From an optimization exercise on the open Yosys and OpenROAD flow, aimed at small area, a short achievable clock period and few clock cycles; shortcuts taken in it are not production practice. Only the layout flow was run in this run; the RTL was not checked for function there. Power and IR drop assume default switching activity.

==> config.mk <==
export PLATFORM = sky130hd
export DESIGN_NAME = video_entropy_coder
export DESIGN_NICKNAME = video_entropy_coder
export VERILOG_FILES = /design/flow/design.v
export SDC_FILE = /design/flow/constraint.sdc
export NUM_CORES = 4
export LEC_CHECK = 0
export CAP_MARGIN = 20
export CORE_MARGIN = 2
export CORE_UTILIZATION = 40
export PLACE_DENSITY = 0.6
export SLEW_MARGIN = 20
==> constraint.sdc <==
create_clock -name core_clock -period 11.0 [get_ports {clk}]
set_input_delay 2.2000 -clock core_clock [delete_from_list [all_inputs] [get_ports {clk}]]
set_output_delay 2.2000 -clock core_clock [all_outputs]
set_load 0.01 [all_outputs]
==> design.v <==
module video_entropy_coder (
    input  wire        clk,
    input  wire        rst,
    input  wire        cmd_valid,
    output wire        cmd_ready,
    input  wire [31:0] cmd,
    input  wire        coef_valid,
    output wire        coef_ready,
    input  wire [15:0] coef,
    output reg         tok_valid,
    output reg  [2:0]  tok_kind,
    output reg  [20:0] tok_val,
    output reg  [5:0]  tok_run,
    output reg  [3:0]  tok_len,
    output reg         tok_tab,
    output reg         diag_valid
);
    localparam [2:0] K_DC_LUMA   = 3'd0;
    localparam [2:0] K_DC_CHROMA = 3'd1;
    localparam [2:0] K_AC        = 3'd2;
    localparam [2:0] K_AC_FIRST  = 3'd3;
    localparam [2:0] K_MCODE     = 3'd4;
    localparam [2:0] K_BITS      = 3'd5;
    localparam [383:0] SCAN_ZIGZAG =
        384'hffedefdbdf35ba77e6b74efacec95e5cf59d92bcb9e31aa371538718d51b8a9c2885a4cc1442d2660611283089408040;
    localparam [383:0] SCAN_ALT =
        384'hff7be7fb6ba67d73c7796f75b65f34b24755386345714ef3ae3eb2aa26d33042c349a869c79e30a20651282241610200;
    localparam [383:0] INV_ZIGZAG =
        384'hffeeb9c70923f7be32be5895f37cee9a1594db4b678174cad6ca1f6122c9ae979944c203a9d69034710271b3ce185040;
    localparam [383:0] INV_ALT =
        384'hffbc6d85d38dfbac2c81c3ccf79beb7db40bf38baa79a44adf3a63652243db2a22613202d67957547141d26916506100;
    localparam integer NSLOT = 45;
    localparam [383:0] CLS =
        384'h041041041b2caeaa689e69659238a181f79e75c6da6580585d63c92020565544d24503cf38d30b2892081c61440c2040;
    localparam [383:0] CLS_ZIGZAG =
        384'h041ae4a810698dd5dc8a80419e16d654e50f6a09acb257d925334718c48861e95e04244b14429005858f2430883c8040;
    localparam [383:0] CLS_ALT =
        384'h06b91d06a8dc5d538759406989b06885a3d33463052520678190667d82112c428340205e96cb2579804f24220158f200;
    localparam [3:0] S_IDLE = 4'd0;
    localparam [3:0] S_DC   = 4'd1;
    localparam [3:0] S_WALK = 4'd2;
    localparam [3:0] S_EOB  = 4'd3;
    localparam [3:0] S_M1   = 4'd4;
    localparam [3:0] S_M2   = 4'd5;
    localparam [3:0] S_M3   = 4'd6;
    localparam [3:0] S_M4   = 4'd7;
    localparam [3:0] S_M5   = 4'd8;
    integer i;
    genvar q;
    reg        c_v;
    reg [3:0]  c_op;
    reg [3:0]  c_hi;        
    reg [19:0] c_lo;        
    assign cmd_ready = ~c_v;
    reg        w0v, w1v;
    reg [15:0] w0d, w1d;
    reg        cready;
    wire       wfire = coef_valid & cready;
    wire       wtake;
    assign coef_ready = cready;
    always @(posedge clk) begin
        if (rst) begin
            w0v    <= 1'b0;
            w1v    <= 1'b0;
            cready <= 1'b1;
        end else begin
            if (~w0v | wtake) begin
                if (w1v) begin
                    w0d <= w1d;
                    w0v <= 1'b1;
                    w1v <= 1'b0;
                end else if (wfire) begin
                    w0d <= coef;
                    w0v <= 1'b1;
                end else begin
                    w0v <= 1'b0;
                end
            end else if (wfire) begin
                w1d <= coef;
                w1v <= 1'b1;
            end
            cready <= ~(w0v & ~wtake & (w1v | wfire));
        end
    end
    reg [15:0]  sv [0:NSLOT-1];    
    reg [NSLOT-1:0] occ;           
    reg [5:0]   cnt;               
    reg         lmode;             
    reg         afull;             
    reg [63:0]  a_pend;            
    reg [63:0]  s_pend;            
    reg [63:0]  s_arr;             
    reg         s_full;            
    reg         s_active;          
    reg         rel0;              
    reg         a_c;               
    wire        wnz   = |w0d;
    wire [63:0] wsel  = 64'd1 << cnt;
    wire [NSLOT-1:0] wcls;
    generate
        for (q = 0; q < NSLOT; q = q + 1) begin : g_wcls
            wire [63:0] mem;
            genvar n;
            for (n = 0; n < 64; n = n + 1) begin : g_m
                assign mem[n] = (CLS[n*6 +: 6] == q) ? wsel[n] : 1'b0;
            end
            assign wcls[q] = |mem;
        end
    endgenerate
    wire        hold0 = wsel[0] & ~lmode & s_active & ~rel0;
    wire        wstore = wnz | wsel[0];
    wire        wbusy = hold0 | (wstore & |(wcls & occ));
    assign      wtake = w0v & ~afull & ~wbusy;
    wire        wlast = cnt == 6'd63;
    wire [NSLOT-1:0] sen = wcls & {NSLOT{wtake & wstore}};
    wire [63:0] wsel_s;
    generate
        for (q = 0; q < 64; q = q + 1) begin : g_wss
            assign wsel_s[q] = a_c ? wsel[SCAN_ALT[q*6 +: 6]] : wsel[SCAN_ZIGZAG[q*6 +: 6]];
        end
    endgenerate
    wire        ls_w = wtake & lmode;
    wire        la_w = wtake & ~lmode;
    always @(posedge clk) begin
        for (i = 0; i < NSLOT; i = i + 1)
            if (sen[i])
                sv[i] <= w0d;
    end
    wire [63:0] vs = ~s_arr | s_pend;
    wire [447:0] pl;
    assign pl[63:0] = vs;
    genvar lv;
    generate
        for (lv = 0; lv < 6; lv = lv + 1) begin : g_pfx
            for (q = 0; q < 64; q = q + 1) begin : g_bit
                if ((q >> lv) & 1)
                    assign pl[(lv+1)*64 + q] = pl[lv*64 + q] | pl[lv*64 + ((q >> lv) << lv) - 1];
                else
                    assign pl[(lv+1)*64 + q] = pl[lv*64 + q];
            end
        end
    endgenerate
    wire [63:0] pinc   = pl[447:384];
    wire [63:0] pexc   = {pinc[62:0], 1'b0};
    wire [63:0] take_s = s_pend & ~pexc;
    wire        any_v  = pinc[63];
    wire        tokgo  = |take_s;
    reg  [5:0]  f_s;
    always @(*) begin
        f_s = 6'd0;
        for (i = 0; i < 64; i = i + 1)
            if (take_s[i]) f_s = f_s | i[5:0];
    end
    reg signed [15:0] pred0, pred1, pred2;
    reg               alt, ivlc, quiet;
    reg [3:0]         st;
    reg               intra_c, v_c, first_p;
    reg [1:0]         cc_c;
    reg [3:0]  m_r;
    reg [20:0] m_x;
    reg        m_hi, m_lo;
    reg        m_neg, m_nz, m_oor;
    reg [13:0] m_res;
    wire [3:0]  c_r    = c_hi - 4'd1;
    wire [19:0] c_m4   = {20{1'b1}} << (c_r + 5'd4);        
    wire        c_s    = c_lo[19];
    wire        c_big  = |(c_lo & c_m4);
    wire        c_sml  = |(~c_lo & c_m4);
    wire [20:0] m_f    = 21'd1 << m_r;
    wire [20:0] m_dv   = m_f << 5;
    wire [20:0] m_dadd = m_hi ? (~m_dv + 21'd1) : (m_lo ? m_dv : 21'd0);
    wire [20:0] m_m4   = {21{1'b1}} << (m_r + 5'd4);
    wire        d_neg  = m_x[20];
    wire        d_oor  = d_neg ? |(~m_x & m_m4) : |(m_x & m_m4);
    wire [20:0] m_tn   = (d_neg ? ~m_x : m_x) + (m_f - 21'd1) + {20'd0, d_neg};
    wire [20:0] m_code = (m_x ^ {21{m_neg}}) + {20'd0, m_neg};
    reg signed [15:0] pred_sel;
    always @(*) begin
        case (cc_c)
            2'd0:    pred_sel = pred0;
            2'd1:    pred_sel = pred1;
            default: pred_sel = pred2;
        endcase
    end
    wire signed [15:0] blk0    = sv[0];
    wire signed [16:0] dc_diff = {blk0[15], blk0} - {pred_sel[15], pred_sel};
    wire        blk_cmd  = (st == S_IDLE) & c_v & ((c_op == 4'h1) | (c_op == 4'h2));
    wire [63:0] a_next   = a_pend | (wsel & {64{la_w & wnz}});
    wire        a_done   = afull | (la_w & wlast);
    wire [63:0] thermo   = ~({64{1'b1}} << (cnt + {5'd0, la_w}));
    wire [63:0] arr_nat  = a_done ? {64{1'b1}} : thermo;
    wire [63:0] a_scan, r_scan;
    generate
        for (q = 0; q < 64; q = q + 1) begin : g_start
            assign a_scan[q] = alt ? a_next[SCAN_ALT[q*6 +: 6]]  : a_next[SCAN_ZIGZAG[q*6 +: 6]];
            assign r_scan[q] = alt ? arr_nat[SCAN_ALT[q*6 +: 6]] : arr_nat[SCAN_ZIGZAG[q*6 +: 6]];
        end
    endgenerate
    reg        p1_v, p1_first;      
    reg [5:0]  p1_f;
    reg        p2_v, p2_ac, p2_tab, p2_diag;
    reg [2:0]  p2_kind;
    reg [20:0] p2_data;
    reg [5:0]  p2_run, p2_slot;
    reg [3:0]  p2_len;
    reg [5:0]  lastf;
    wire [5:0] p1_slot = a_c ? CLS_ALT[p1_f*6 +: 6] : CLS_ZIGZAG[p1_f*6 +: 6];
    wire [5:0] p1_base = p1_first ? {6{~intra_c}} : lastf;
    wire [NSLOT-1:0] occ_clr;
    generate
        for (q = 0; q < NSLOT; q = q + 1) begin : g_oclr
            assign occ_clr[q] = p1_v & (p1_slot == q);
        end
    endgenerate
    wire do_dc = (st == S_DC) & s_arr[0];
    always @(posedge clk) begin
        if (rst) begin
            c_v      <= 1'b0;
            occ      <= {NSLOT{1'b0}};
            cnt      <= 6'd0;
            lmode    <= 1'b0;
            afull    <= 1'b0;
            a_pend   <= 64'd0;
            s_pend   <= 64'd0;
            s_arr    <= 64'd0;
            s_full   <= 1'b0;
            s_active <= 1'b0;
            rel0     <= 1'b0;
            st       <= S_IDLE;
            pred0    <= 16'sd0;
            pred1    <= 16'sd0;
            pred2    <= 16'sd0;
            alt      <= 1'b0;
            ivlc     <= 1'b0;
            quiet    <= 1'b0;
            p1_v     <= 1'b0;
            p2_v     <= 1'b0;
        end else begin
            if (cmd_valid & ~c_v) begin
                c_v  <= 1'b1;
                c_op <= cmd[31:28];
                c_hi <= cmd[27:24];
                c_lo <= cmd[19:0];
            end
            occ <= (occ & ~occ_clr & ~({NSLOT{do_dc}} & {{(NSLOT-1){1'b0}}, 1'b1}))
                 | (wcls & {NSLOT{wtake & wnz}});
            if (wtake)
                cnt <= cnt + 6'd1;
            if (blk_cmd) begin
                a_pend <= 64'd0;
                s_pend <= a_scan;
                s_arr  <= r_scan;
                s_full <= a_done;
                lmode  <= ~a_done;
                afull  <= 1'b0;
            end else begin
                if (la_w) begin
                    a_pend <= a_next;
                    if (wlast)
                        afull <= 1'b1;
                end
                s_pend <= (s_pend & ~({64{st == S_WALK}} & take_s) & ~{63'd0, do_dc})
                        | (wsel_s & {64{ls_w & wnz}});
                s_arr  <= s_arr | (wsel_s & {64{ls_w}});
                if (ls_w & wlast) begin
                    s_full <= 1'b1;
                    lmode  <= 1'b0;
                end
            end
            p1_v <= 1'b0;
            p2_v <= 1'b0;
            case (st)
                S_IDLE: begin
                    if (c_v) begin
                        c_v <= 1'b0;
                        case (c_op)
                            4'h1: begin
                                intra_c  <= 1'b1;
                                cc_c     <= c_hi[3:2];
                                a_c      <= alt;
                                v_c      <= ivlc;
                                first_p  <= 1'b1;
                                s_active <= 1'b1;
                                rel0     <= 1'b0;
                                st       <= S_DC;
                            end
                            4'h2: begin
                                intra_c  <= 1'b0;
                                a_c      <= alt;
                                v_c      <= 1'b0;
                                first_p  <= 1'b1;
                                s_active <= 1'b1;
                                rel0     <= 1'b1;
                                st       <= S_WALK;
                            end
                            4'h3: begin
                                m_r  <= c_r;
                                m_x  <= {c_lo[19], c_lo};
                                m_hi <= ~c_s & c_big;
                                m_lo <= c_s & c_sml;
                                st   <= S_M1;
                            end
                            4'h4: begin
                                alt   <= c_lo[0];
                                ivlc  <= c_lo[1];
                                quiet <= c_lo[2];
                            end
                            4'h5: begin
                                case (c_hi[3:2])
                                    2'd0:    pred0 <= c_lo[15:0];
                                    2'd1:    pred1 <= c_lo[15:0];
                                    default: pred2 <= c_lo[15:0];
                                endcase
                            end
                            default: ;
                        endcase
                    end
                end
                S_DC: begin
                    if (s_arr[0]) begin
                        p2_v    <= 1'b1;
                        p2_ac   <= 1'b0;
                        p2_kind <= (cc_c == 2'd0) ? K_DC_LUMA : K_DC_CHROMA;
                        p2_data <= {{4{dc_diff[16]}}, dc_diff};
                        p2_diag <= 1'b0;
                        case (cc_c)
                            2'd0:    pred0 <= blk0;
                            2'd1:    pred1 <= blk0;
                            default: pred2 <= blk0;
                        endcase
                        rel0 <= 1'b1;
                        st   <= S_WALK;
                    end
                end
                S_WALK: begin
                    if (tokgo) begin
                        p1_v     <= 1'b1;
                        p1_first <= first_p;
                        p1_f     <= f_s;
                        first_p  <= 1'b0;
                    end else if (~any_v & s_full) begin
                        st <= S_EOB;
                    end
                end
                S_EOB: begin
                    p2_v     <= 1'b1;
                    p2_ac    <= 1'b0;
                    p2_kind  <= K_BITS;
                    p2_data  <= v_c ? 21'd6 : 21'd2;
                    p2_len   <= v_c ? 4'd4 : 4'd2;
                    p2_diag  <= 1'b0;
                    s_active <= 1'b0;
                    rel0     <= 1'b0;
                    st       <= S_IDLE;
                end
                S_M1: begin
                    m_x <= m_x + m_dadd;
                    st  <= S_M2;
                end
                S_M2: begin
                    m_x   <= m_tn;
                    m_neg <= d_neg;
                    m_nz  <= |m_x;
                    m_oor <= d_oor;
                    st    <= S_M3;
                end
                S_M3: begin
                    m_x   <= m_x >> m_r;
                    m_res <= m_x[13:0] & (m_f[13:0] - 14'd1);
                    st    <= S_M4;
                end
                S_M4: begin
                    p2_v    <= 1'b1;
                    p2_ac   <= 1'b0;
                    p2_kind <= K_MCODE;
                    p2_data <= m_code;
                    p2_diag <= m_oor & ~quiet;
                    st      <= (m_r != 4'd0 && m_nz) ? S_M5 : S_IDLE;
                end
                S_M5: begin
                    p2_v    <= 1'b1;
                    p2_ac   <= 1'b0;
                    p2_kind <= K_BITS;
                    p2_data <= {7'd0, m_res};
                    p2_len  <= m_r;
                    p2_diag <= 1'b0;
                    st      <= S_IDLE;
                end
                default: st <= S_IDLE;
            endcase
            if (p1_v) begin
                p2_v    <= 1'b1;
                p2_ac   <= 1'b1;
                p2_kind <= (intra_c | ~p1_first) ? K_AC : K_AC_FIRST;
                p2_tab  <= v_c;
                p2_diag <= 1'b0;
                p2_run  <= p1_f + ~p1_base;
                p2_slot <= p1_slot;
                lastf   <= p1_f;
            end
        end
    end
    wire [15:0] level = sv[p2_slot];
    always @(posedge clk) begin
        if (rst) begin
            tok_valid  <= 1'b0;
            diag_valid <= 1'b0;
        end else begin
            tok_valid  <= p2_v;
            diag_valid <= p2_v & p2_diag;
        end
        tok_kind <= p2_kind;
        tok_val  <= p2_ac ? {{5{level[15]}}, level} : p2_data;
        tok_run  <= p2_run;
        tok_len  <= p2_len;
        tok_tab  <= p2_tab;
    end
endmodule
==> run.sh <==
#!/bin/bash
# synth_recipe.tcl (not shown) runs the flow's synth.tcl, then flattens the netlist and writes it again
# the make line also repeats each setting of config.mk as NAME=value (left out here)
make -C /OpenROAD-flow-scripts/flow DESIGN_CONFIG=/design/flow/config.mk WORK_HOME=/design/flow/orfs CLKGATE_MAP_FILE= SYNTH_SCRIPT=/design/flow/synth_recipe.tcl finish
==> flow_summary.json <==
{
  "outcome": "complete, no violations",
  "slew_headroom": 0.108,
  "rr_endpoint": "s_arr[46]",
  "start_kind": "register",
  "reg2reg_from": "cnt[2]",
  "hpwl_mm": 148,
  "end_kind": "register",
  "cts_setup_buffers": 0,
  "critPathBufInv": 4,
  "gr-usage-all-layers": 0.306,
  "hold_path_end": "tok_run[1]",
  "synth_seq_area_share": 0.576,
  "grt_pass1_wl_mm": 328,
  "synth-async-reset-ratio": 0,
  "place_ws_ns": 4.89,
  "yosysWarnings": 2,
  "finalWeightedCongestion": 0.996,
  "vias": 48200,
  "synth-seq-cells": 1232,
  "cts_resized": 0,
  "leakage_nw": 21.7,
  "fin_total_pwr_mw": 10.1,
  "fillers": 13300,
  "max_clock_freq_mhz": 154,
  "drc": 0,
  "crit_arrival_ns": 7.18,
  "holdBufCountCts": 0,
  "cts-root-buf": "clkbuf_16",
  "cp_top_family": "compound AO/OA/AOI/OAI gates",
  "ir_worst_vdd_mv": 0.155,
  "row_count": 139,
  "critPathMaxStageDelay_ns": 0.83,
  "coreArea_um2": 144000,
  "cts_tree": "done",
  "chipWidth_um": 385,
  "insertion_delay_ns": 0.82,
  "mostFrequentLayoutCells": "edfxtp_1 (886), nor2_1 (399), nand2_1 (351), dfxtp_1 (344), a22oi_1 (314)",
  "dr.pass1.iters": 6,
  "numCtsBuffers": 136,
  "antenna_found_initial": 6,
  "critPathRequiredTime_ns": 11.68,
  "hold_class": "register to register",
  "drt_iter0_markers": 7647,
  "crit_fanout": 33,
  "syn_area_um2": 58200,
  "clockBufferDepth": 3,
  "grt_pass1_vias": 44900,
  "ioPinCount": 91,
  "synth_fp_nets": 5384,
  "worst-setup-path-type": "register to register",
  "avgViaCountPerCell": 6.60,
  "wl_mm": 232,
  "nets": 5452,
  "crit_slowest_cell": "a31oi_4",
  "holdCritStartpoint": "p2_run[1]",
  "reg2regPathDepth": 19,
  "final_common_cell": "edfxtp_1",
  "synth_edf_count": 886,
  "postLayoutCoreUtil": 0.462,
  "hold_viol": 0,
  "rsz0062_at_grt": "false",
  "clk_pin_slew_ns": 0.06,
  "skew_ns": 0.0604,
  "drtAntennaViolNets": 0,
  "finalSetupViolCount": 0,
  "powerDensity_nw_per_um2": 152,
  "path_cells": "buf_4 > inv_1 > ha_1 > nand2_1 > o21ai_0 > a2111oi_1 > and4_1 > buf_4 > a21oi_1 > nor2_1 > ha_1 > nand3_1 > nor2_1 > xnor2_1 > buf_4 > nor2_1 > a31oi_4 > nand2_1 > o22ai_1",
  "hold_path_depth": 0,
  "period_share": 0.590,
  "syn_area_per_cell_um2": 11.1,
  "timing.final.max_slew_violations": 0,
  "wl_per_cell_um": 31.8,
  "cts_htree_levels": 4,
  "drv_cap": 0,
  "tightest_slew_ns": 1.33,
  "port_buffers": 86,
  "setup_slack_ns": 4.51,
  "synth_cell_types": 98,
  "start_util": 0.404,
  "numClockSinks": 1232,
  "die-area_um2": 149000,
  "ys.flop_type": "edfxtp_1",
  "grt_max_degree": 67,
  "area_delta_synth_final_pct": 14.4,
  "die_h_um": 385,
  "regToRegSetupSlack_ns": 4.51,
  "drive_above_1_share": 0.110,
  "grt-ovfl-total": 0,
  "synthCells": 5224,
  "period_needed_ns": 6.49,
  "totalNegativeSetupSlack_ns": 0
}
==> state kept, by name (all words and copies together), names as in the netlist, 14 cells and up <==
signal / flops
pred0: 16
occ: 45
sv: 720
w0d: 16
a_pend: 64
s_arr: 64
s_pend: 64
p2_data: 21
pred1: 16
m_x: 21
pred2: 16
tok_val: 21
c_lo: 20
w1d: 16
m_res: 14
==> worst max-delay path by stage <==
stage | from | endpoint | slack (ns) | cells after the start
after detailed placement | cnt[2] | s_arr[42] | 4.89 | 20
after global routing | cnt[2] | s_arr[46] | 4.31 | 20
final | cnt[2] | s_arr[46] | 4.51 | 19
after floorplan | rst | c_hi[0] | 5.84 | 3
after CTS | cnt[2] | s_arr[46] | 4.83 | 20
after global placement | cnt[1] | s_arr[12] | 4.94 | 17
==> per-stage QoR <==
step                std cells  area (µm²)  hold WS, ns
finish                   7303       66600        0.339
global route             7302       66600        0.347
CTS                      7301       66500        0.340
detailed placement       7056       62100        0.327
global placement         7054       62100        0.327
floorplan                5224       58200        0.323
==> metal layers <==
| metal | GRT usage | share of wire | vias to the layer above |
|---|---|---|---|
| li1 | - | - | 20500 |
| met1 | 0.409 | 0.39 | 23700 |
| met2 | 0.458 | 0.43 | 3246 |
| met3 | 0.0810 | 0.12 | 706 |
| met4 | 0.152 | 0.059 | 6 |
| met5 | 0 | 0.00018 | - |
==> layout make-up <==
class / count / area (µm²) / area share
Antenna cell: 1 / 2.50 / 0.0000376
Clock buffer: 170 / 3570 / 0.0536
Clock inverter: 75 / 888 / 0.0133
Inverter: 133 / 499 / 0.00750
Multi-Input combinational cell: 3503 / 23300 / 0.350
Sequential cell: 1232 / 33500 / 0.504
Tap cell: 1903 / 2380 / 0.0358
Timing Repair Buffer: 286 / 2380 / 0.0357
==> synthesized netlist by cell type (52+ instances only) <==
cell / n / area share
nor3_1: 112 / 0.0096
a21oi_1: 313 / 0.027
mux2i_1: 72 / 0.012
edfxtp_1: 886 / 0.46
nand4_1: 71 / 0.0076
xnor2_1: 63 / 0.0095
a22oi_1: 314 / 0.040
o221ai_1: 58 / 0.0087
a31oi_1: 63 / 0.0068
nor4_1: 54 / 0.0058
clkbuf_1: 285 / 0.018
a221oi_1: 55 / 0.0083
nand2b_1: 52 / 0.0056
inv_1: 126 / 0.0081
dfxtp_1: 346 / 0.12
o21ai_0: 246 / 0.021
nor2_1: 437 / 0.028
a211oi_1: 122 / 0.016
ha_1: 104 / 0.022
nand3_1: 154 / 0.013
nand2_1: 352 / 0.023
==> power by group <==
part	internal, mW	total, mW	switching [mW]
Sequential	5.01	5.05	0.0374
Combinational	0.138	0.509	0.372
Clock	2.56	4.58	2.02
Total	7.71	10.1	2.43
==> cell families after synthesis <==
logic type / share of synthesized area
AO/OA/AOI/OAI: 0.197
AND/OR/NAND/NOR: 0.130
flip-flops: 0.576
buffers and inverters: 0.0330
multiplexers: 0.0248
adder cells (fa/ha/maj): 0.0239
XOR/XNOR: 0.0153

## afterwards: timing with drivers on the ports
Ports are ideal in the flow. The routed layout listed here was re-timed in OpenROAD.
Step 1: set_driving_cell puts a clkbuf_16 on clk and a buf_2 on each other input, an assumption about the parent block.
Step 2, shift: input delay + t, output delay - t, t = (earliest + latest rising clock arrival at the registers) / 2. This alone moves slack from input paths to output paths.
Three values: no drivers, after step 1, after step 2; two values: the first two.
shift t [ns]: 0.875
setup WS [ns]: 4.506 / 4.506 / 4.506
worst slew at a driven data input, ns: 0.12
cell pins on the clock port's net: 1
After both steps this run still meets setup and hold. The setup slack of this run moves by 0.000 ns with the drivers and by 0.000 ns with both steps.
